This design comes from an exercise in tuning for small area, a short achievable clock period and few clock cycles on the open sky130 flow, not from production work. At most, simulation tests tie the RTL to the original design; equivalence was not proved.

Design mcproto_core, start of the top module:
module mcproto_core (
    input  wire        clk,
    input  wire        rst,
    input  wire        cmd_valid,
    output wire        cmd_ready,
    input  wire [3:0]  cmd_op,
    input  wire [63:0] cmd_val,
    input  wire [31:0] cmd_x,
    input  wire [31:0] cmd_y,
    input  wire [31:0] cmd_z,
    input  wire [31:0] cmd_ptr,
    input  wire [63:0] cmd_avail,
    input  wire [63:0] cmd_plen,
    input  wire        pin_valid,
    output wire        pin_ready,
    input  wire [7:0]  pin_data,
    output wire        mem_req,
    output wire        mem_we,
    output wire [31:0] mem_addr,
    output wire [7:0]  mem_wdata,
    input  wire        mem_gnt,
    input  wire [7:0]  mem_rdata,
    output wire        rsp_valid,
    output wire [2:0]  rsp_status,
    output wire [63:0] rsp_consumed,
    output wire [63:0] rsp_val,
    output wire [31:0] rsp_x,
    output wire [31:0] rsp_y,
    output wire [31:0] rsp_z,
    output wire        pout_valid,
    output wire [7:0]  pout_data
);
    localparam [2:0] ST_OK  = 3'd0;
    localparam [2:0] ST_BTS = 3'd1;
    localparam [2:0] ST_VTL = 3'd2;
    localparam [2:0] ST_BAD = 3'd7;
    function [3:0] varint_size;
        input [63:0] u;
        integer k;
        begin
            varint_size = 4'd1;
            for (k = 1; k < 10; k = k + 1)
  ...
For scale: roughly 3400 cells after synthesis, about 250 flip-flops, about 630 I/O pins, ~27000 µm² of cells after synthesis.
clock: 12.0 ns
lec_check: 0
cap_margin: 20
core_margin: 2
core_utilization: 40
slew_margin: 20
standard.sh (not shown) runs the stock make flow with config.mk's settings and CLKGATE_MAP_FILE= SYNTH_SCRIPT=/design/flow/synth_recipe.tcl, a recipe that flattens the netlist after the stock synthesis.
==> flow/flow/run.sh <==
#!/bin/bash
# Standard ORFS layout (bash standard.sh), with two changes to how it is made:
#  - the port buffers are sky130_fd_sc_hd__buf_1 rather than the delay buffer
#    buffer_ports picks by default;
#  - repair_timing aims for 7 ns of setup slack (a 5 ns path) instead of 0.
# The clock period and the constraints are the standard flow's, unchanged.
set -euo pipefail
export BUFFER_PORTS_ARGS="-buffer_cell sky130_fd_sc_hd__buf_1"
export SETUP_SLACK_MARGIN=7
bash standard.sh > standard_make.log 2>&1
Rerun with:
--- a/flow/design.v
+++ b/flow/design.v
@@ -85,27 +85,17 @@
     wire [32:0] i_ws     = {1'b0, ~(cmd_ptr ^ cmd_avail[31:0])};
     wire [32:0] i_wc     = {cmd_ptr | cmd_avail[31:0], 1'b0};
     wire [33:0] i_wsum   = {1'b0, i_ws} + {1'b0, i_wc};
     wire        i_winbad = (|cmd_avail[63:33]) |
                            (cmd_avail[32] & ((|cmd_ptr) | (|cmd_avail[31:0]))) |
                            (~cmd_avail[32] & i_wsum[33]);
     wire        i_av0    = ~|cmd_avail;
     wire        i_avlt8  = ~|cmd_avail[63:3];
-    wire [4:1]  i_gnz    = {|cmd_val[31:28], |cmd_val[27:21], |cmd_val[20:14], |cmd_val[13:7]};
-    wire [5:1]  i_m1h    = {i_gnz[4], i_gnz[3] & ~i_gnz[4], i_gnz[2] & ~|i_gnz[4:3],
-                            i_gnz[1] & ~|i_gnz[4:2], ~|i_gnz};
-    wire [7:0]  i_ls1    = {1'b0, cmd_plen[6:0]} + 8'd1;
-    wire [7:0]  i_ls2    = {1'b0, cmd_plen[6:0]} + 8'd2;
-    wire [7:0]  i_ls3    = {1'b0, cmd_plen[6:0]} + 8'd3;
-    wire [7:0]  i_ls4    = {1'b0, cmd_plen[6:0]} + 8'd4;
-    wire [7:0]  i_ls5    = {1'b0, cmd_plen[6:0]} + 8'd5;
-    wire [7:0]  i_lsum   = ({8{i_m1h[1]}} & i_ls1) | ({8{i_m1h[2]}} & i_ls2) |
-                           ({8{i_m1h[3]}} & i_ls3) | ({8{i_m1h[4]}} & i_ls4) |
-                           ({8{i_m1h[5]}} & i_ls5);
+    wire [7:0]  i_lsum   = {1'b0, cmd_plen[6:0]} + {4'd0, i_size32};
     wire        i_c7     = i_lsum[7];
     wire        i_lbig   = (|cmd_plen[63:31]) | (i_c7 & (&cmd_plen[30:7]));
     wire [63:0] i_pos    = {cmd_x[25:0], cmd_y[11:0], cmd_z[25:0]};
     reg  [7:0]  i_wbyte;
     reg  [63:0] i_sd;
     always @(*) begin
         i_wbyte = 8'd0;
         i_sd    = 64'd0;
@@ -159,32 +149,16 @@
     wire        k_enc    = k_ev | k_ep | k_ek;
     wire        rw_one   = rw_q == 33'd1;
     wire        rw_gt0   = |rw_q;
     wire        rw_gt1   = |rw_q[32:1];
     wire        rw_gt2   = (|rw_q[32:2]) | (rw_q[1] & rw_q[0]);
     wire        rw_gt3   = |rw_q[32:2] & ~(rw_q[32:2] == 31'd1 && rw_q[1:0] == 2'd0);
     wire        cnt_zero = ~|cnt_q;
     wire        cnt_one  = cnt_q == 31'd1;
-    function lt64;
-        input [63:0] a, b;
-        reg   [63:0] g, e;
-        integer w, i;
-        begin
-            g = ~a & b;
-            e = ~(a ^ b);
-            for (w = 1; w < 64; w = w * 2)
-                for (i = 0; i + w < 64; i = i + 2 * w) begin
-                    g[i] = g[i + w] | (e[i + w] & g[i]);
-                    e[i] = e[i + w] & e[i];
-                end
-            lt64 = g[0];
-        end
-    endfunction
-    wire        rw_lt_cnt = lt64({31'd0, rw_q}, {33'd0, cnt_q});
     wire [7:0]  rb       = mem_rdata;
     reg  [63:0] sd_ins;
     integer j;
     always @(*) begin
         sd_ins = sd_q;
         for (j = 0; j < 9; j = j + 1)
             if (grp_q == j)
                 sd_ins[7 * j +: 7] = rb[6:0];
@@ -326,18 +300,18 @@
                                 ph_k   <= 1'b1;
                             end
                         end else if (maxb_hit) begin
                             respond(ST_VTL);
                         end else if (rw_one) begin
                             respond(ST_BTS);
                         end
                     end
-                end else if (ph_k & (lneg_q | rw_lt_cnt | cnt_zero)) begin
-                    if (~lneg_q & rw_lt_cnt) begin
+                end else if (ph_k & (lneg_q | (rw_q < {2'd0, cnt_q}) | cnt_zero)) begin
+                    if (~lneg_q & (rw_q < {2'd0, cnt_q})) begin
                         respond(ST_BTS);
                         cons_q <= cons_q + rw_q;
                     end else begin
                         respond(ST_VTL);
                     end
                 end else begin
                     if (ph_k) begin
                         ph_k <= 1'b0;
Effect: The changed run ran to the end with no violations. Routed wire length fell slightly. Non-clock buffer count fell by 6. Via count fell by a few percent. Cell count fell by a few percent. Hold slack got worse by 0.14 ns.
Testbench counts after the change, summed over its fixed seeds: cycles 35,042.
For the first run of this note, only the layout was checked, not whether the RTL still works.

separate check: timing with driven ports:
How much do the figures lean on ideal ports? The routed layouts below were timed once more, with nothing changed but the port constraints. Step 1 (the two cells are an assumption about what drives the block):
set clk [get_ports {clk}]
set_driving_cell -lib_cell sky130_fd_sc_hd__clkbuf_16 $clk
set_driving_cell -lib_cell sky130_fd_sc_hd__buf_2 [delete_from_list [all_inputs] $clk]
Step 2 moves the port delays by t, midway between the first and last clock arrival at a register: inputs arrive t later, outputs are due t later. That takes back most of the time a late clock gives input paths. Slacks: no drivers / after step 1 / after step 2; pairs: no drivers / after step 1.
run | t, ns | setup WS [ns] | latest minus earliest clock arrival (ns) | worst slew at a driven data input, ns | pins driven straight from the clock port
the first run | 0.641 | 7.008 / 7.057 / 6.416 | 0.037 / 0.037 | 0.11 | 1
the second run | 0.627 | 6.899 / 6.939 / 6.311 | 0.025 / 0.025 | 0.15 | 1
After both steps setup and hold are still met in every run listed. The setup slack of the first run, which loses most, moves by +0.049 ns with the drivers and by -0.592 ns with both steps.
